Source: an optimization exercise on an open RTL-to-GDS flow (aim: small area, a short achievable clock period and few clock cycles per item). Production flows keep margins and buffers that such runs may drop.
RTL that was checked went through simulation tests only; none was proved equivalent to the original.
The RTL of runs 1 and 2 was laid out without a check of its function.
No activity file was given, so power comes from the tool's default toggle rates.

<file path="flow/run.sh">
#!/bin/bash
# synth_recipe.tcl (not shown) runs the flow's synth.tcl, then flattens the netlist and writes it again
# the make line also repeats each setting of config.mk as NAME=value (left out here)
make -C /OpenROAD-flow-scripts/flow DESIGN_CONFIG=/design/flow/config.mk WORK_HOME=/design/flow/orfs CLKGATE_MAP_FILE= SYNTH_SCRIPT=/design/flow/synth_recipe.tcl finish
</file>
<file path="flow/constraint.sdc">
create_clock -name core_clock -period 10.0 [get_ports {clk}]
set_input_delay 2.0000 -clock core_clock [delete_from_list [all_inputs] [get_ports {clk}]]
set_output_delay 2.0000 -clock core_clock [all_outputs]
set_load 0.01 [all_outputs]
</file>
<file path="flow/design.v">
module bit_modulator (
    input  wire        clk,
    input  wire        rst,           
    input  wire        cmd_valid,
    output wire        cmd_ready,
    input  wire [2:0]  cmd_op,        
    input  wire [47:0] cmd_ts,        
    input  wire [31:0] cmd_fps,       
    input  wire [6:0]  cmd_len,       
    input  wire [63:0] cmd_code,      
    output reg         rsp_valid,
    output reg         rsp_status,    
    output reg         ev_valid,      
    output reg         ev_bit,
    output wire        active,
    output reg  [1:0]  phase,         
    output reg  [5:0]  bit_index,
    output reg         cur_valid,     
    output reg         cur_bit,
    output wire        color,         
    output reg  [31:0] meas_fps       
);
    localparam PH_IDLE = 2'd0;
    localparam PH_CAL  = 2'd1;
    localparam PH_RUN  = 2'd2;
    localparam M_NORM = 4'd0;    
    localparam M_CDIV = 4'd1;    
    localparam M_CSEL = 4'd2;    
    localparam M_CST1 = 4'd3;    
    localparam M_CST2 = 4'd4;    
    localparam M_LOOP = 4'd5;    
    localparam M_UPA  = 4'd6;    
    localparam M_UPB  = 4'd7;    
    localparam M_DNA  = 4'd8;    
    localparam M_DNB  = 4'd9;    
    localparam M_FIN  = 4'd10;   
    reg        ready_q;
    reg        s1_v;
    reg        s1_start_ok, s1_start_bad, s1_tick, s1_stop;
    reg [47:0] s1_ts;
    reg [63:0] s1_code;
    reg [6:0]  s1_len;
    reg        s1_tlo, s1_thi;
    reg [1:0]  s1_mt;
    reg [22:0] s1_fps;
    assign cmd_ready = ready_q;
    wire accept = cmd_valid & ready_q;
    wire in_len_bad = (cmd_len == 7'd0) || (cmd_len > 7'd64);
    wire signed [31:0] in_fps = cmd_fps;
    always @(posedge clk) begin
        if (rst) begin
            s1_v <= 1'b0;
        end else if (ready_q) begin
            s1_v         <= accept;
            s1_start_ok  <= (cmd_op == 3'd1) && !in_len_bad;
            s1_start_bad <= (cmd_op == 3'd1) && in_len_bad;
            s1_tick      <= (cmd_op == 3'd2);
            s1_stop      <= (cmd_op == 3'd3);
            s1_ts        <= cmd_ts;
            s1_code      <= cmd_code;
            s1_len       <= cmd_len;
            s1_tlo       <= (in_fps <= 32'sd1966080);     
            s1_thi       <= (in_fps >= 32'sd7864320);     
            s1_mt        <= (in_fps >= 32'sd5898240) ? 2'd3 : (in_fps >= 32'sd3932160) ? 2'd2 : 2'd1;
            s1_fps       <= cmd_fps[22:0];
        end
    end
    reg [3:0]  mode;
    reg [63:0] code;
    reg [6:0]  len;
    reg        t_lo, t_hi;
    reg [47:0] cal_t0;        
    reg [5:0]  cal_count;
    reg [48:0] nb, nb2;       
    reg [49:0] Q;             
    reg [22:0] R;             
    reg [22:0] a;
    reg [22:0] s;             
    reg [5:0]  lvl;           
    reg [6:0]  rmod;          
    reg [5:0]  idx0;          
    reg [48:0] fps_end;       
    reg [15:0] fps_count;
    reg [4:0]  dcnt;
    assign active = (phase != PH_IDLE);
    assign color  = cur_valid & cur_bit;
    wire        busy  = (mode != M_NORM);
    wire [47:0] t_cmp = busy ? cal_t0 : s1_ts;
    wire c1 = !nb[48]  && (t_cmp >= nb[47:0]);
    wire c2 = !nb2[48] && (t_cmp >= nb2[47:0]);
    wire [23:0] sd    = {1'b0, s} - {1'b0, R};
    wire        cstep = sd[23];                        
    wire [22:0] s_n   = cstep ? (sd[22:0] + a) : sd[22:0];
    wire [50:0] nsum  = {2'b00, nb2} + {1'b0, Q} + {50'd0, cstep};
    wire [48:0] nsum_sat = {|nsum[50:48], nsum[47:0]};
    wire [5:0]  idx_inc  = (bit_index == len[5:0] - 6'd1) ? 6'd0 : bit_index + 6'd1;
    wire        bit_inc  = code[idx_inc];
    wire [23:0] r2    = {R, 1'b0};
    wire [23:0] r2d   = r2 - {1'b0, a};
    wire        r2ge  = !r2d[23];
    wire [22:0] R_dbl = r2ge ? r2d[22:0] : r2[22:0];
    wire [49:0] Q_dbl = {Q[48:0], r2ge};
    wire [23:0] rh    = {1'b0, R} + (Q[0] ? {1'b0, a} : 24'd0);
    wire [22:0] R_hlv = rh[23:1];
    wire [49:0] Q_hlv = {1'b0, Q[49:1]};
    wire [7:0]  rm2   = {rmod, 1'b0};
    wire [7:0]  rm2p  = rm2 + 8'd1;
    wire        fits  = c1;
    wire [15:0] fps_next = fps_count + 16'd1;
    wire        fps_win  = !fps_end[48] && (s1_ts >= fps_end[47:0]);
    wire [47:0] cal_e  = s1_ts - cal_t0;
    wire        m_120  = (cal_t0 <= 48'd500000);
    wire        m_30   = (cal_t0 >= 48'd2000000);
    wire [1:0]  mult_m = (cal_t0 <= 48'd666666) ? 2'd3 : (cal_t0 <= 48'd1000000) ? 2'd2 : 2'd1;
    wire [22:0] e3     = {1'b0, cal_t0[21:0]} + {cal_t0[21:0], 1'b0};
    wire [21:0] xm     = (mult_m == 2'd3) ? e3[21:0] : (mult_m == 2'd2) ? {cal_t0[20:0], 1'b0} : cal_t0[21:0];
    wire [22:0] mr2    = {nb2[21:0], 1'b0};
    wire [22:0] mrd    = mr2 - {1'b0, cal_t0[21:0]};
    wire        mge    = !mrd[22];
    wire [6:0]  d6     = {s[21:16], s[15]};
    wire        d6ge   = (d6 >= 7'd60);
    wire [5:0]  d6r    = d6ge ? (d6 - 7'd60) : d6[5:0];
    wire [22:0] mq     = meas_fps[22:0];
    wire        m_le_t = (a > mq) || ((a == mq) && (nb2[21:0] == 22'd0));
    task respond(input status, input ev, input bitv);
        begin
            rsp_valid  <= 1'b1;
            rsp_status <= status;
            ev_valid   <= ev;
            ev_bit     <= bitv;
        end
    endtask
    task step_idx;
        begin
            nb        <= nb2;
            nb2       <= nsum_sat;
            s         <= s_n;
            bit_index <= idx_inc;
            cur_bit   <= bit_inc;
        end
    endtask
    always @(posedge clk) begin
        rsp_valid <= 1'b0;
        if (rst) begin
            ready_q    <= 1'b1;
            mode       <= M_NORM;
            phase      <= PH_IDLE;
            bit_index  <= 6'd0;
            cur_valid  <= 1'b0;
            cur_bit    <= 1'b0;
            meas_fps   <= 32'd0;
            rsp_status <= 1'b0;
            ev_valid   <= 1'b0;
            ev_bit     <= 1'b0;
        end else begin
            if (phase == PH_CAL && lvl[4] == 1'b0 && mode == M_NORM) begin
                R   <= R_dbl;
                Q   <= Q_dbl;
                lvl <= lvl + 6'd1;
            end
            case (mode)
            M_NORM: if (s1_v) begin
                if (s1_start_bad) begin
                    respond(1'b1, 1'b0, 1'b0);
                end else if (s1_start_ok) begin
                    phase     <= PH_CAL;
                    code      <= s1_code;
                    len       <= s1_len;
                    t_lo      <= s1_tlo;
                    t_hi      <= s1_thi;
                    a         <= s1_fps;
                    cal_t0    <= s1_ts;
                    cal_count <= 6'd0;
                    bit_index <= 6'd0;
                    cur_valid <= 1'b0;
                    cur_bit   <= 1'b0;
                    meas_fps  <= 32'd0;
                    fps_count <= 16'd0;
                    Q         <= 50'd0;
                    R         <= (s1_mt == 2'd3) ? 23'd3000000 : (s1_mt == 2'd2) ? 23'd2000000 : 23'd1000000;
                    lvl       <= 6'd0;
                    respond(1'b0, 1'b0, 1'b0);
                end else if (s1_stop) begin
                    phase     <= PH_IDLE;
                    bit_index <= 6'd0;
                    cur_valid <= 1'b0;
                    cur_bit   <= 1'b0;
                    meas_fps  <= 32'd0;
                    fps_count <= 16'd0;
                    respond(1'b0, 1'b0, 1'b0);
                end else if (s1_tick && phase == PH_CAL) begin
                    cal_count <= cal_count + 6'd1;
                    if (cal_count == 6'd59) begin
                        cal_t0    <= cal_e;
                        nb        <= {1'b0, s1_ts};             
                        fps_end   <= {1'b0, s1_ts} + 49'd1000000;
                        fps_count <= 16'd0;
                        meas_fps  <= 32'd0;
                        nb2       <= 49'd468750;                
                        dcnt      <= 5'd0;
                        mode      <= M_CDIV;
                        ready_q   <= 1'b0;
                    end else begin
                        respond(1'b0, 1'b0, 1'b0);
                    end
                end else if (s1_tick && phase == PH_RUN) begin
                    fps_count <= fps_next;
                    if (fps_win) begin
                        meas_fps  <= {fps_next, 16'd0};
                        fps_count <= 16'd0;
                        fps_end   <= {1'b0, s1_ts} + 49'd1000000;
                    end
                    if (c1) begin
                        step_idx;
                        if (c2) begin
                            cal_t0  <= s1_ts;
                            idx0    <= bit_index;
                            lvl     <= 6'd0;
                            mode    <= M_LOOP;
                            ready_q <= 1'b0;
                        end else begin
                            respond(1'b0, len != 7'd1, bit_inc);
                        end
                    end else begin
                        respond(1'b0, 1'b0, 1'b0);
                    end
                end else begin
                    respond(1'b0, 1'b0, 1'b0);
                end
            end
            M_CDIV: begin
                dcnt <= dcnt + 5'd1;
                if (dcnt == 5'd0) begin
                    s <= {1'b0, xm};
                end else if (dcnt <= 5'd16) begin
                    s <= {1'b0, d6r, s[14:0], d6ge};
                end
                nb2      <= {27'd0, mge ? mrd[21:0] : mr2[21:0]};
                meas_fps <= {meas_fps[30:0], mge};
                if (m_120 || m_30 || dcnt == 5'd22)
                    mode <= M_CSEL;
            end
            M_CSEL: begin
                if (m_120)
                    meas_fps <= 32'd7864320;
                else if (m_30)
                    meas_fps <= 32'd1966080;
                if (t_lo || m_30 || (m_120 && t_hi)) begin
                    a <= 23'd3;                         
                    Q <= 50'd33333;
                    R <= 23'd1;
                end else if (!m_120 && (t_hi || m_le_t)) begin
                    a <= 23'd60;                        
                    Q <= {34'd0, s[15:0]};
                    R <= {17'd0, s[21:16]};
                end
                nb2  <= nb;                             
                s    <= 23'd0;
                mode <= M_CST1;
            end
            M_CST1: begin
                nb   <= nb2;
                nb2  <= nsum_sat;
                s    <= s_n;
                mode <= M_CST2;
            end
            M_CST2: begin
                nb        <= nb2;
                nb2       <= nsum_sat;
                s         <= s_n;
                phase     <= PH_RUN;
                bit_index <= 6'd0;
                cur_valid <= 1'b1;
                cur_bit   <= code[0];
                respond(1'b0, 1'b1, code[0]);
                mode      <= M_NORM;
                ready_q   <= 1'b1;
            end
            M_LOOP: begin
                if (c2 && lvl == 6'd31) begin
                    lvl  <= 6'd0;
                    rmod <= 7'd0;
                    mode <= M_UPA;
                end else begin
                    step_idx;
                    lvl <= lvl + 6'd1;
                    if (!c2) begin
                        respond(1'b0, idx_inc != idx0, bit_inc);
                        mode    <= M_NORM;
                        ready_q <= 1'b1;
                    end
                end
            end
            M_UPA: begin
                nb   <= nsum_sat;
                mode <= M_UPB;
            end
            M_UPB: begin
                if (fits) begin
                    Q    <= Q_dbl;
                    R    <= R_dbl;
                    lvl  <= lvl + 6'd1;
                    mode <= M_UPA;
                end else if (lvl == 6'd0) begin
                    mode <= M_FIN;
                end else begin
                    Q    <= Q_hlv;
                    R    <= R_hlv;
                    lvl  <= lvl - 6'd1;
                    mode <= M_DNA;
                end
            end
            M_DNA: begin
                nb   <= nsum_sat;
                mode <= M_DNB;
            end
            M_DNB: begin
                if (fits) begin
                    nb2  <= nb;
                    s    <= s_n;
                    rmod <= (rm2p >= {1'b0, len}) ? rm2p[6:0] - len : rm2p[6:0];
                end else begin
                    rmod <= (rm2 >= {1'b0, len}) ? rm2[6:0] - len : rm2[6:0];
                end
                if (lvl == 6'd0) begin
                    mode <= M_FIN;
                end else begin
                    Q    <= Q_hlv;
                    R    <= R_hlv;
                    lvl  <= lvl - 6'd1;
                    mode <= M_DNA;
                end
            end
            M_FIN: begin
                bit_index <= ({1'b0, bit_index} + rmod >= len) ? ({1'b0, bit_index} + rmod - len) : ({1'b0, bit_index} + rmod);
                lvl  <= 6'd0;
                mode <= M_LOOP;
            end
            default: mode <= M_NORM;
            endcase
        end
    end
endmodule
</file>
<file path="flow/config.mk">
export PLATFORM = sky130hd
export DESIGN_NAME = bit_modulator
export DESIGN_NICKNAME = bit_modulator
export VERILOG_FILES = /design/flow/design.v
export SDC_FILE = /design/flow/constraint.sdc
export NUM_CORES = 4
export LEC_CHECK = 0
export CAP_MARGIN = 20
export CORE_MARGIN = 2
export CORE_UTILIZATION = 40
export PLACE_DENSITY = 0.6
export SLEW_MARGIN = 20
</file>
==> results of run 1 <==
## per-stage QoR
stage	util	worst slack, ns	area [µm²]	instances	hold slack, ns
finish	0.459	2.19	53200	6642	0.415
detailed placement	0.436	2.33	50500	6498	0.405
global route	0.459	1.72	53200	6642	0.419
CTS	0.459	2.28	53200	6641	0.409
global placement	0.436	2.50	50500	6497	0.402
floorplan	-	0.714	46700	4887	0.400
## path summary, 6_finish.rpt
kind / from / slack, ns / depth (start not counted) / end
worst max-delay path: R[1] / 2.19 / 25 / nb[48]
worst min-delay path: s1_code[49] / 0.42 / 0 / code[49]
worst max register to register: R[1] / 2.19 / 25 / nb[48]
worst min register to register: s1_code[49] / 0.42 / 0 / code[49]
## cell type report
type | instances | share of cell area
Multi-Input combinational cell | 3666 | 0.490
Sequential cell | 634 | 0.348
Timing Repair Buffer | 266 | 0.0475
Clock buffer | 92 | 0.0378
Tap cell | 1524 | 0.0358
Inverter | 409 | 0.0289
Clock inverter | 51 | 0.0122
## sequential cells by signal, indices dropped and copies added, names as in the netlist, 32 cells and up
signal and flops:
code 64, s1_code 64, Q 50, fps_end 49
nb2 49, nb 49, cal_t0 48, s1_ts 48
meas_fps 32
## critical path, cell delays in order, from the launching register on
cell,delay (ns)
edfxtp_1,0.48
inv_1,0.14
ha_1,0.30
nor2b_1,0.14
o211ai_1,0.23
and3_1,0.25
or3_1,0.17
nand3_1,0.12
nand4_1,0.15
a21oi_1,0.13
o21ai_1,0.40
and2_1,0.90
inv_1,0.39
fa_1,0.50
fa_1,0.41
nand2b_1,0.18
a21oi_1,0.21
o41a_1,0.23
a31oi_1,0.15
o21ai_1,0.46
a21oi_1,0.28
o21ai_1,0.33
o41ai_2,0.14
a21o_1,0.19
a2111o_1,0.40
a32o_1,0.27
## power breakdown
part | leakage, µW | internal [µW] | switching [µW] | total (µW)
clock network | 0.00128 | 1680 | 1270 | 2950
registers | 0.00586 | 2990 | 90.4 | 3080
logic | 0.0146 | 456 | 608 | 1060
## cells in the mapped netlist, drive strengths merged, types with 15 or more instances
cell type	number
edfxtp	583
ha	467
inv	407
nand2	398
a21oi	354
nor2	341
o21ai	340
a21o	166
xnor2	165
clkbuf	146
mux2i	112
nand3	109
xor2	102
nor3	89
a211oi	72
nand4	69
nor2b	65
o21a	56
dfxtp	51
a222oi	50
a22oi	50
and3	49
nand2b	46
a31oi	39
o31ai	38
o22ai	35
buf	32
nor4	32
o211ai	31
o21bai	30
or2	26
o221ai	23
and2	20
or3	20
a221o	19
a221oi	19
a21boi	15
## cells by family after synthesis
group                      after synthesis  share of synthesized area
and+or+nand+nor                       1312                      0.133
adders and majority gates              480                      0.131
AOI/OAI and AO/OA                     1478                      0.211
xor gates and xnor gates               267                     0.0507
DFF                                    634                      0.397
muxes                                  129                     0.0291
buffers and inverters                  587                     0.0482
## routing by layer
layer  wire, µm  up-vias  track usage
li1           -    18600            -
met1      63100    18600        0.311
met2      69600     1228        0.400
met3       8860      233       0.0320
met4       5140        0       0.0886
met5          0        -            0
==> impl_metrics.toml, run 1 <==
[clock_network]
cts.sinks = 634
clk_pin_slew_ns = 0.06
cts_tree = "done"
cts_buffer_depth = 3
clkLatencyLatePin_ns = 0.70
postCtsSetupBuffers = 0
ctsHtreeMaxLevel = 3
cts_root_buf = "clkbuf_16"
cts_resized = 0
postCtsHoldBufs = 0
cts_buffers = 78

[pwr]
p_leak_uw = 0.0217
power_density_nw_per_um2 = 133
max-vdd-ir-drop_v = 0.000128
finalPower_uw = 7100

[finish]
final_common_cell = "edfxtp_1"
final-seq-area_um2 = 18500
fillCellCount = 11000
fin_nets = 5692
multi_input_area_um2 = 26100
final_layout_size_suffix_gt1_frac = 0.0559
mostFrequentLayoutCells = "583 x edfxtp_1, 467 x ha_1, 407 x inv_1"
antennaDiodeCount = 0
area_growth_pct = 14.1

[yosys]
yosys_warnings = 1
syn_nets = 5524
seq_area_frac_synth = 0.397
synth_top_area_share = 0.375
synth_flop_cell = "edfxtp_1"
synth_area_leaders = "edfxtp_1 38%, ha_1 13%, a21oi_1 3.8%"
synthCells = 4887
synth_edf_count = 583
syn-cell-area_um2 = 46700
synth_top_area_cell = "edfxtp_1"
async_reset_ff_frac = 0
synth.distinct_cells = 101
synth_seq_cells = 634
syn_area_per_cell_um2 = 9.55

[die]
ios = 206
die_w_um = 346
die-area_um2 = 119000
core_area_um2 = 116000
die_h_um = 346
start_util = 0.403
rows = 125

[critical_path]
worstSetupPathType = "flop to flop"
worst_setup_path_start_kind = "flop"
arrival_ns = 8.26
cp_data_required_time_ns = 10.45
crit_path_end_kind = "flop"
cp_max_fo = 22

[placement]
dp.final_hpwl_mm = 110
io_buffers = 205
place.gp.congestion = 0.996

[drt]
num_vias = 38600
remaining_drc_errors = 0
ant_nets = 0
viasPerCell = 5.82
wirelength_mm = 147
wl_per_cell_um = 22.1
first_pass_iters = 9
first_iter_violations = 3661

[timing]
period_needed_ns = 7.81
max-slew-margin-rel = 0.249
finalSetupViolCount = 0
grt_setup_unrepaired = "no"
timing.fmax_mhz = 128
worst-slew-pin-transition_ns = 1.13
post-route-period-util = 0.781
slew_violations = 0
clock_skew_ns = 0.0593
hold_violations = 0
tns_ns = 0

[run_status]
status = "timing/DRC/antenna clean"

[global_route]
gr-total-overflow = 0
antenna_found_initial = 0
grt.total_usage = 0.238
grt_max_degree = 124
grt_pass1_wl_mm = 223
grt_pass1_vias = 37500

[job]
drv_cap = 0

[min_path]
hp-class = "flop to flop"
==> run 2, diff against run 1 <==
--- a/flow/config.mk
+++ b/flow/config.mk
@@ -6,7 +6,9 @@
 export NUM_CORES = 4
 export LEC_CHECK = 0
+export ABC_CLOCK_PERIOD_IN_PS = 4000
 export CAP_MARGIN = 20
 export CORE_MARGIN = 2
 export CORE_UTILIZATION = 40
 export PLACE_DENSITY = 0.6
+export SETUP_SLACK_MARGIN = 5
 export SLEW_MARGIN = 20
==> run 2 against run 1 <==
  * Still clean
  * Synthesized area is the same
  * Final cell count grew 1.0%
  * Worst setup slack gained 2.6 ns
  * Count of clock-buffer cells in the layout shrank 1
  * Synthesized cell count is the same
  * Maximum frequency grew 50%
  * Global-route usage grew 0.14 points
  * Core utilization grew 1.3 points
  * Total power grew 1.7%
  * Worst hold slack is essentially flat
  * Via count grew 1.7%
  * Sequential share of layout area shrank 0.93 points
==> impl_metrics.toml, run 2 <==
[run_status]
status = "timing/DRC/antenna clean"

[die]
core_area_um2 = 116000
start_util = 0.403
die-area_um2 = 119000
rows = 125
die_w_um = 346
ios = 206
die_h_um = 346

[timing]
max-slew-margin-rel = 0.193
period_needed_ns = 5.20
finalSetupViolCount = 0
timing.fmax_mhz = 192
post-route-period-util = 0.520
tns_ns = 0
grt_setup_unrepaired = "yes"
hold_violations = 0
layout_setup_ws_ns = 4.80
clock_skew_ns = 0.0625
worst-slew-pin-transition_ns = 1.20
slew_violations = 0

[placement]
pre_cts_ws_ns = 3.12
dp.final_hpwl_mm = 108
place.gp.congestion = 0.956
io_buffers = 205

[drt]
remaining_drc_errors = 0
viasPerCell = 5.86
first_iter_violations = 3640
ant_nets = 0
num_vias = 39300
wl_per_cell_um = 22.0
first_pass_iters = 11
wirelength_mm = 148

[clock_network]
cts_buffer_depth = 3
clkLatencyLatePin_ns = 0.70
cts.sinks = 634
cts_buffers = 78
clk_pin_slew_ns = 0.06
cts_root_buf = "clkbuf_16"
cts_tree = "done"
ctsHtreeMaxLevel = 3

[yosys]
synthCells = 4887
synth_seq_cells = 634
yosysMostFrequentCell = "edfxtp_1"
synth_edf_count = 583
async_reset_ff_frac = 0
synth_top_area_cell = "edfxtp_1"
yosys-top-cells-count = "583 x edfxtp_1, 467 x ha_1, 407 x inv_1"
synth_top_area_share = 0.375
synth.distinct_cells = 101
syn_area_per_cell_um2 = 9.55
yosys_warnings = 1
syn-cell-area_um2 = 46700
syn_nets = 5524
seq_area_frac_synth = 0.397
synth_area_leaders = "edfxtp_1 38%, ha_1 13%, a21oi_1 3.8%"
synth_flop_cell = "edfxtp_1"

[global_route]
antenna_found_initial = 1
gr-usage-met3 = 0.0272
grt.total_usage = 0.239
grt_pass1_wl_mm = 225
grt-busiest-layer = "met2"
grt_max_degree = 74
grt_pass1_vias = 37700
gr-total-overflow = 0
grtUsageMet2 = 0.399
globalRouteMet1Util = 0.319

[critical_path]
worstSetupPathType = "flop to flop"
r2r_slack_ns = 4.80
r2r-start = "R[20]"
reg2reg_depth = 20
cp_slowest_stage_delay_ns = 0.52
arrival_ns = 5.65
crit_path_end_kind = "flop"
worst_r2r_endpoint = "nb[48]"
cp_data_required_time_ns = 10.45
path_cells = "inv_1 -> ha_1 -> a21oi_1 -> o21bai_1 -> a21oi_1 -> and2_4 -> inv_6 -> fa_2 -> fa_2 -> nand2b_4 -> a21oi_4 -> o41a_1 -> a31oi_4 -> o21ai_4 -> a21oi_4 -> o21ai_4 -> o41ai_4 -> a21o_1 -> a2111o_1 -> a32o_1"
crit_path_top_delay_cell = "a21oi_1"
cp_max_fo = 8
worst_setup_path_start_kind = "flop"

[min_path]
hp-class = "flop to flop"
hold-path-endpoint = "code[8]"
whs_path_depth = 0
worstHoldStart = "s1_code[8]"

[pwr]
p_comb_frac = 0.154
pwr-share-seq = 0.427
p_leak_uw = 0.0223
max-vdd-ir-drop_v = 0.000120
power_density_nw_per_um2 = 132
p_int_uw = 5240
swShare = 0.273
pwr-share-clk = 0.419
p_sw_uw = 1970

[finish]
mostFrequentLayoutCells = "583 x edfxtp_1, 461 x ha_1, 404 x inv_1"
final_common_cell = "edfxtp_1"
multi_input_area_um2 = 26800
area_growth_pct = 17.3
fin_nets = 5760
antennaDiodeCount = 0
final_layout_size_suffix_gt1_frac = 0.0878
final-seq-area_um2 = 18500
fillCellCount = 10800
top_regs = "code (64), s1_code (64), Q (50)"

[job]
drv_cap = 0
## run 2: cell counts after synthesis
No cell type changed its count.
## run 2: area by class of cell
cell class | instances | share of cell area
clock inverters | 51 | 0.0129
repair buffers | 333 | 0.0586
clock buffers | 91 | 0.0368
well taps | 1524 | 0.0349
multi-input cells | 3667 | 0.490
inverters | 409 | 0.0283
flip-flops and latches | 634 | 0.339
## run 2: cell families after synthesis
kind of cell	after synthesis	share of synthesized area
AO/OA/AOI/OAI	1478	0.211
XOR/XNOR	267	0.0507
adder cells (fa/ha/maj)	480	0.131
buffers and inverters	587	0.0482
flip-flops	634	0.397
multiplexers	129	0.0291
AND/OR/NAND/NOR	1312	0.133
## run 2: power by group through the flow
| stage | Clock [µW] | Sequential, µW | Combinational [µW] |
|---|---|---|---|
| finish | 3020 | 3080 | 1110 |
| global route | 3170 | 3090 | 1230 |
| floorplan | 0 | 3100 | 737 |
| CTS | 3080 | 3080 | 1060 |
| global placement | 0 | 3140 | 1010 |
| detailed placement | 0 | 3140 | 1020 |
## run 2: timing repair
action / in CTS / in global routing
gates cloned: 4 / 1
pin swaps: 40 / 68
endpoints found under the setup margin: 381 / 300
buffers inserted: 32 / 31
hold buffers: 0 / 0
resized for setup: 79 / 91
## run 2: stage by stage
| step | power, µW | hold slack (ns) | utilization | instance area (µm²) | cells |
|---|---|---|---|---|---|
| 4_1_cts | 7210 | 0.417 | 0.466 | 54000 | 6677 |
| 3_5_place_dp | 4150 | 0.405 | 0.437 | 50600 | 6499 |
| 3_3_place_gp | 4140 | 0.401 | 0.437 | 50600 | 6499 |
| 2_1_floorplan | 3830 | 0.400 | - | 46900 | 4887 |
| 6_report | 7210 | 0.415 | 0.472 | 54700 | 6709 |
| 5_1_grt | 7490 | 0.420 | 0.472 | 54700 | 6709 |
## run 2: worst max path at each step
stage / startpoint / endpoint / slack (ns) / depth (start not counted)
6_report: R[20] / nb[48] / 4.80 / 20
5_1_grt: R[1] / nb[48] / 4.61 / 25
4_1_cts: R[1] / nb2[48] / 4.65 / 25
3_5_place_dp: mode[3] / nb[0] / 3.12 / 15
3_3_place_gp: R[1] / nb[48] / 3.32 / 25
2_1_floorplan: mode[2] / nb2[0] / 4.78 / 19
## run 2: metal layers
layer,share of wire,vias to the layer above
met5,0,-
met4,0.037,0
li1,-,18700
met2,0.47,1270
met3,0.057,254
met1,0.44,19000
## run 2: critical path: cells and delay by family, from the launching register on
| family | cells | cell delay [ns] |
|---|---|---|
| AO/OA/AOI/OAI | 13 | 2.79 |
| AND/OR/NAND/NOR | 2 | 0.44 |
| buffers and inverters | 2 | 0.14 |
| adder cells (fa/ha/maj) | 3 | 1.09 |
| flip-flops | 1 | 0.51 |
==> run 3, diff against run 2 <==
--- a/flow/design.v
+++ b/flow/design.v
@@ -35,21 +35,18 @@
     localparam M_DNB  = 4'd9;    
     localparam M_FIN  = 4'd10;   
-    reg        ready_q;
     reg        s1_v;
     reg        s1_start_ok, s1_start_bad, s1_tick, s1_stop;
     reg [47:0] s1_ts;
-    reg [63:0] s1_code;
-    reg [6:0]  s1_len;
-    reg        s1_tlo, s1_thi;
-    reg [1:0]  s1_mt;
-    reg [22:0] s1_fps;
-    assign cmd_ready = ready_q;
-    wire accept = cmd_valid & ready_q;
+    wire ready;
+    assign cmd_ready = ready;
+    wire accept = cmd_valid & ready;
     wire in_len_bad = (cmd_len == 7'd0) || (cmd_len > 7'd64);
+    wire in_start   = accept && (cmd_op == 3'd1) && !in_len_bad;
     wire signed [31:0] in_fps = cmd_fps;
+    wire [1:0] in_mt = (in_fps >= 32'sd5898240) ? 2'd3 : (in_fps >= 32'sd3932160) ? 2'd2 : 2'd1;
     always @(posedge clk) begin
         if (rst) begin
             s1_v <= 1'b0;
-        end else if (ready_q) begin
+        end else if (ready) begin
             s1_v         <= accept;
             s1_start_ok  <= (cmd_op == 3'd1) && !in_len_bad;
@@ -58,10 +55,4 @@
             s1_stop      <= (cmd_op == 3'd3);
             s1_ts        <= cmd_ts;
-            s1_code      <= cmd_code;
-            s1_len       <= cmd_len;
-            s1_tlo       <= (in_fps <= 32'sd1966080);     
-            s1_thi       <= (in_fps >= 32'sd7864320);     
-            s1_mt        <= (in_fps >= 32'sd5898240) ? 2'd3 : (in_fps >= 32'sd3932160) ? 2'd2 : 2'd1;
-            s1_fps       <= cmd_fps[22:0];
         end
     end
@@ -80,11 +71,11 @@
     reg [6:0]  rmod;          
     reg [5:0]  idx0;          
-    reg [48:0] fps_end;       
+    reg [47:0] fps_t0;        
+    reg [47:0] epoch;         
     reg [15:0] fps_count;
     reg [4:0]  dcnt;
     assign active = (phase != PH_IDLE);
     assign color  = cur_valid & cur_bit;
-    wire        busy  = (mode != M_NORM);
-    wire [47:0] t_cmp = busy ? cal_t0 : s1_ts;
+    wire [47:0] t_cmp = s1_ts;
     wire c1 = !nb[48]  && (t_cmp >= nb[47:0]);
     wire c2 = !nb2[48] && (t_cmp >= nb2[47:0]);
@@ -108,5 +99,11 @@
     wire        fits  = c1;
     wire [15:0] fps_next = fps_count + 16'd1;
-    wire        fps_win  = !fps_end[48] && (s1_ts >= fps_end[47:0]);
+    wire [47:0] fps_el   = s1_ts - fps_t0;
+    wire        fps_win  = (fps_el >= 48'd1000000);
+    wire        c0       = (s1_ts < cal_t0);
+    wire [5:0]  len_m2   = (len == 7'd1) ? 6'd0 : len[5:0] - 6'd2;
+    wire        multi    = s1_v && s1_tick &&
+                           (phase == PH_RUN ? (c2 || c0) : (phase == PH_CAL && cal_count == 6'd59));
+    assign ready = (mode == M_NORM && !multi) || (mode == M_LOOP && !c2) || (mode == M_CST2);
     wire [47:0] cal_e  = s1_ts - cal_t0;
     wire        m_120  = (cal_t0 <= 48'd500000);
@@ -143,5 +140,4 @@
         rsp_valid <= 1'b0;
         if (rst) begin
-            ready_q    <= 1'b1;
             mode       <= M_NORM;
             phase      <= PH_IDLE;
@@ -165,9 +161,4 @@
                 end else if (s1_start_ok) begin
                     phase     <= PH_CAL;
-                    code      <= s1_code;
-                    len       <= s1_len;
-                    t_lo      <= s1_tlo;
-                    t_hi      <= s1_thi;
-                    a         <= s1_fps;
                     cal_t0    <= s1_ts;
                     cal_count <= 6'd0;
@@ -177,7 +168,4 @@
                     meas_fps  <= 32'd0;
                     fps_count <= 16'd0;
-                    Q         <= 50'd0;
-                    R         <= (s1_mt == 2'd3) ? 23'd3000000 : (s1_mt == 2'd2) ? 23'd2000000 : 23'd1000000;
-                    lvl       <= 6'd0;
                     respond(1'b0, 1'b0, 1'b0);
                 end else if (s1_stop) begin
@@ -193,6 +181,6 @@
                     if (cal_count == 6'd59) begin
                         cal_t0    <= cal_e;
-                        nb        <= {1'b0, s1_ts};             
-                        fps_end   <= {1'b0, s1_ts} + 49'd1000000;
+                        epoch     <= s1_ts;
+                        fps_t0    <= s1_ts;
                         fps_count <= 16'd0;
                         meas_fps  <= 32'd0;
@@ -200,5 +188,4 @@
                         dcnt      <= 5'd0;
                         mode      <= M_CDIV;
-                        ready_q   <= 1'b0;
                     end else begin
                         respond(1'b0, 1'b0, 1'b0);
@@ -209,14 +196,21 @@
                         meas_fps  <= {fps_next, 16'd0};
                         fps_count <= 16'd0;
-                        fps_end   <= {1'b0, s1_ts} + 49'd1000000;
+                        fps_t0    <= s1_ts;
                     end
-                    if (c1) begin
+                    if (c0) begin
+                        nb2       <= {1'b0, epoch};
+                        s         <= 23'd0;
+                        idx0      <= bit_index;
+                        bit_index <= len_m2;
+                        lvl       <= 6'd0;
+                        rmod      <= 7'd0;
+                        mode      <= M_UPA;
+                    end else if (c1) begin
                         step_idx;
+                        cal_t0 <= nb[47:0];
                         if (c2) begin
-                            cal_t0  <= s1_ts;
                             idx0    <= bit_index;
                             lvl     <= 6'd0;
                             mode    <= M_LOOP;
-                            ready_q <= 1'b0;
                         end else begin
                             respond(1'b0, len != 7'd1, bit_inc);
@@ -255,5 +249,5 @@
                     R <= {17'd0, s[21:16]};
                 end
-                nb2  <= nb;                             
+                nb2  <= {1'b0, epoch};                  
                 s    <= 23'd0;
                 mode <= M_CST1;
@@ -273,7 +267,7 @@
                 cur_valid <= 1'b1;
                 cur_bit   <= code[0];
+                cal_t0    <= epoch;
                 respond(1'b0, 1'b1, code[0]);
                 mode      <= M_NORM;
-                ready_q   <= 1'b1;
             end
             M_LOOP: begin
@@ -284,9 +278,9 @@
                 end else begin
                     step_idx;
+                    cal_t0 <= nb[47:0];
                     lvl <= lvl + 6'd1;
                     if (!c2) begin
                         respond(1'b0, idx_inc != idx0, bit_inc);
                         mode    <= M_NORM;
-                        ready_q <= 1'b1;
                     end
                 end
@@ -339,4 +333,14 @@
             default: mode <= M_NORM;
             endcase
+            if (in_start) begin
+                code <= cmd_code;
+                len  <= cmd_len;
+                t_lo <= (in_fps <= 32'sd1966080);       
+                t_hi <= (in_fps >= 32'sd7864320);       
+                a    <= cmd_fps[22:0];
+                Q    <= 50'd0;
+                R    <= (in_mt == 2'd3) ? 23'd3000000 : (in_mt == 2'd2) ? 23'd2000000 : 23'd1000000;
+                lvl  <= 6'd0;
+            end
         end
     end
==> run 3 against run 2 <==
  * Still clean on timing, DRC and antenna
  * Die area is 2.2% higher
  * Flip-flop and latch count shrank 52
  * Routed wire length up 20%
  * Count of clock-buffer cells in the layout did not move
  * Core utilization up 1.4 points
  * Worst hold slack improved by 0.022 ns
  * Register-to-register slack got worse by 0.63 ns
  * Worst setup slack worse by 0.70 ns
  * Non-clock buffer count rose by 121
  * Critical endpoint is now cmd_ready
==> impl_metrics.toml, run 3 <==
[finish]
fin_area_um2 = 57400
largest_register_ffs = 64
mostFrequentLayoutCells = "532 x edfxtp_1, 519 x nand2_1, 453 x ha_1"
regMostFlops = "code"
top_regs = "code (64), Q (50)"
area_growth_pct = 20.4
final_common_cell = "edfxtp_1"
final_layout_size_suffix_gt1_frac = 0.123
antennaDiodeCount = 0
fin_nets = 6319
fin_util = 0.486

[timing]
hold_violations = 0
finalSetupViolCount = 0
clock_skew_ns = 0.0632
slew_violations = 0
post-route-period-util = 0.591
timing.fmax_mhz = 169
max-slew-margin-rel = 0.216
grt_setup_unrepaired = "yes"
tns_ns = 0
worst-slew-pin-transition_ns = 1.17
period_needed_ns = 5.91

[critical_path]
worstSetupPathType = "flop to primary output"
crit_top_cell = "a21oi_1"
crit_start = "s1_ts[0]"
crit_path_end_kind = "primary output"
crit_path_top_delay_cell = "o41a_1"
path_cells = "inv_2 -> ha_1 -> nand2b_1 -> a21o_1 -> a21oi_1 -> o21ai_1 -> o41a_1 -> o2111ai_2 -> o211ai_1 -> a21oi_1 -> buf_4 -> a221o_1 -> buf_6"
r2r-start = "s[1]"
cp_max_fo = 6
cp_slowest_stage_delay_ns = 0.53
cp_data_required_time_ns = 8.00
arrival_ns = 3.91
worst_setup_path_start_kind = "flop"

[pwr]
pwr-share-clk = 0.429
power_density_nw_per_um2 = 125
p_sw_uw = 2000
pwr-share-seq = 0.389
max-vdd-ir-drop_v = 0.000129
swShare = 0.279
p_int_uw = 5170
p_comb_frac = 0.182
p_leak_uw = 0.0230

[yosys]
syn_nets = 6019
synth_top_area_cell = "edfxtp_1"
synth.distinct_cells = 93
yosysMostFrequentCell = "edfxtp_1"
synth_edf_count = 532
yosys_warnings = 1
syn_area_per_cell_um2 = 8.87
syn-cell-area_um2 = 47700
yosys-top-cells-count = "532 x edfxtp_1, 530 x nand2_1, 470 x a21oi_1"
synth_seq_cells = 582
synth_flop_cell = "edfxtp_1"
async_reset_ff_frac = 0
seq_area_frac_synth = 0.356
synthCells = 5380
synth_area_leaders = "edfxtp_1 33%, ha_1 12%, a21oi_1 4.9%"
synth_top_area_share = 0.335

[clock_network]
cts_buffer_depth = 3
clkLatencyLatePin_ns = 0.68
cts_tree = "done"
clk_pin_slew_ns = 0.06
postCtsHoldBufs = 0
ctsHtreeMaxLevel = 3
cts_buffers = 75
cts_root_buf = "clkbuf_16"
cts.sinks = 582

[drt]
num_vias = 44700
first_iter_violations = 5152
remaining_drc_errors = 0
wl_per_cell_um = 24.3
ant_nets = 0
viasPerCell = 6.15
wirelength_mm = 177
first_pass_iters = 14

[job]
drv_cap = 0

[placement]
place.gp.congestion = 0.991
dp.final_hpwl_mm = 125
placed_area_um2 = 51500
io_buffers = 205

[global_route]
grt.total_usage = 0.278
grt_pass1_wl_mm = 261
grt_pass1_vias = 41700
grt_max_degree = 72
antenna_found_initial = 5
gr-total-overflow = 0

[die]
die-area_um2 = 122000
start_util = 0.403
ios = 206
die_w_um = 349
rows = 126
die_h_um = 349
core_area_um2 = 118000

[min_path]
worstHoldStart = "meas_fps[3]"
hp-class = "flop to flop"

[run_status]
status = "timing/DRC/antenna clean"
## run 3: cell count changes in the layout (fill, tap and decap cells not counted), moves of 20 or more
cell	before	now
xnor2_1	155	133
mux2i_1	112	50
a221oi_1	15	40
o21ai_0	295	315
nor2_1	329	444
buf_4	111	188
and2_1	19	42
a21oi_1	329	435
o21ai_1	26	48
nand2_1	393	519
edfxtp_1	583	532
inv_1	404	343
o211ai_1	30	99
buf_6	7	51
## run 3: logic make-up (layout without fill, tap and decap cells)
kind of cell    Yosys count  in the layout  share of synthesized area
flops                   582            582                      0.356
xor+xnor                273            273                     0.0501
compound gates         1779           1779                      0.248
buf+inv                 598            954                     0.0481
simple gates           1592           1596                      0.153
mux                      74             74                     0.0161
fa+ha+maj               482            482                      0.129
## run 3: final timing paths
kind / to / slack (ns) / depth (start not counted)
worst min-delay path: meas_fps[4] / 0.44 / 2
worst max-delay path: cmd_ready / 4.09 / 13
worst min register to register: meas_fps[4] / 0.44 / 2
worst max register to register: nb2[48] / 4.17 / 25
## run 3: power by group through the flow
stage,Clock [µW],Combinational [µW],Sequential [µW]
global placement,0,1080,2840
global route,3190,1420,2790
finish,3080,1300,2790
CTS,3110,1180,2790
detailed placement,0,1080,2840
floorplan,0,769,2810
## run 3: metal layers
metal	share of wire	vias to the layer above	track usage
met5	0.000051	-	0
met1	0.43	21700	0.388
li1	-	20700	-
met4	0.039	2	0.0955
met2	0.44	2016	0.434
met3	0.088	345	0.0443
## run 3: layout make-up
cell class | instances | area (µm²)
well taps | 1536 | 1920
inverters | 362 | 1380
fillers | 11100 | 60800
repair buffers | 454 | 4270
multi-input cells | 4204 | 30100
flip-flops and latches | 582 | 17000
clock buffers | 91 | 2010
repair inverters | 1 | 5.00
clock inverters | 46 | 737
## run 3: critical path: cells and delay by family (launching register included)
kind | cells | cell delay [ns]
and+or+nand+nor | 1 | 0.15
DFF | 1 | 0.40
AOI/OAI and AO/OA | 8 | 1.99
buffers and inverters | 3 | 0.46
adders and majority gates | 1 | 0.24
## run 3: through the flow
step | worst slack (ns) | hold slack [ns] | std cells | total power, µW
after CTS | 4.01 | 0.436 | 7178 | 7080
after floorplan | 4.62 | 0.469 | 5380 | 3570
final | 4.09 | 0.436 | 7276 | 7170
after global placement | 3.53 | 0.481 | 6949 | 3910
after detailed placement | 3.47 | 0.476 | 6949 | 3920
after global routing | 4.01 | 0.461 | 7276 | 7400
## run 3: what timing repair did
item | CTS | global route
pin swaps | 96 | 112
endpoints found under the setup margin | 565 | 504
resized for setup | 213 | 170
gates cloned | 5 | 3
setup buffers | 87 | 95
Testbench counts of run 3, summed over its fixed seeds: cycles 8,042, commands 6,776.

separate check: timing with driven ports:
Ports are ideal in the flow. The routed layouts listed here were re-timed in OpenROAD.
Step 1, drivers: a clkbuf_16 drives clk and a buf_2 each remaining input, both assumed.
Step 2 times the ports against the registers' clock, not the clock port: input delays grow and output delays shrink by t, the midpoint of the rising clock arrivals with the driver on.
Slacks: ideal / step 1 / step 2; pairs: ideal / step 1.
run | t, ns | slack for setup (ns) | hold WS [ns]
run 1 | 0.744 | 2.191 / 2.191 / 2.191 | 0.415 / 0.415 / 0.415
run 2 | 0.744 | 4.795 / 4.795 / 4.795 | 0.415 / 0.415 / 0.415
run 3 | 0.721 | 4.092 / 4.015 / 4.170 | 0.436 / 0.436 / 0.436
After both steps setup and hold are still met in every run listed.
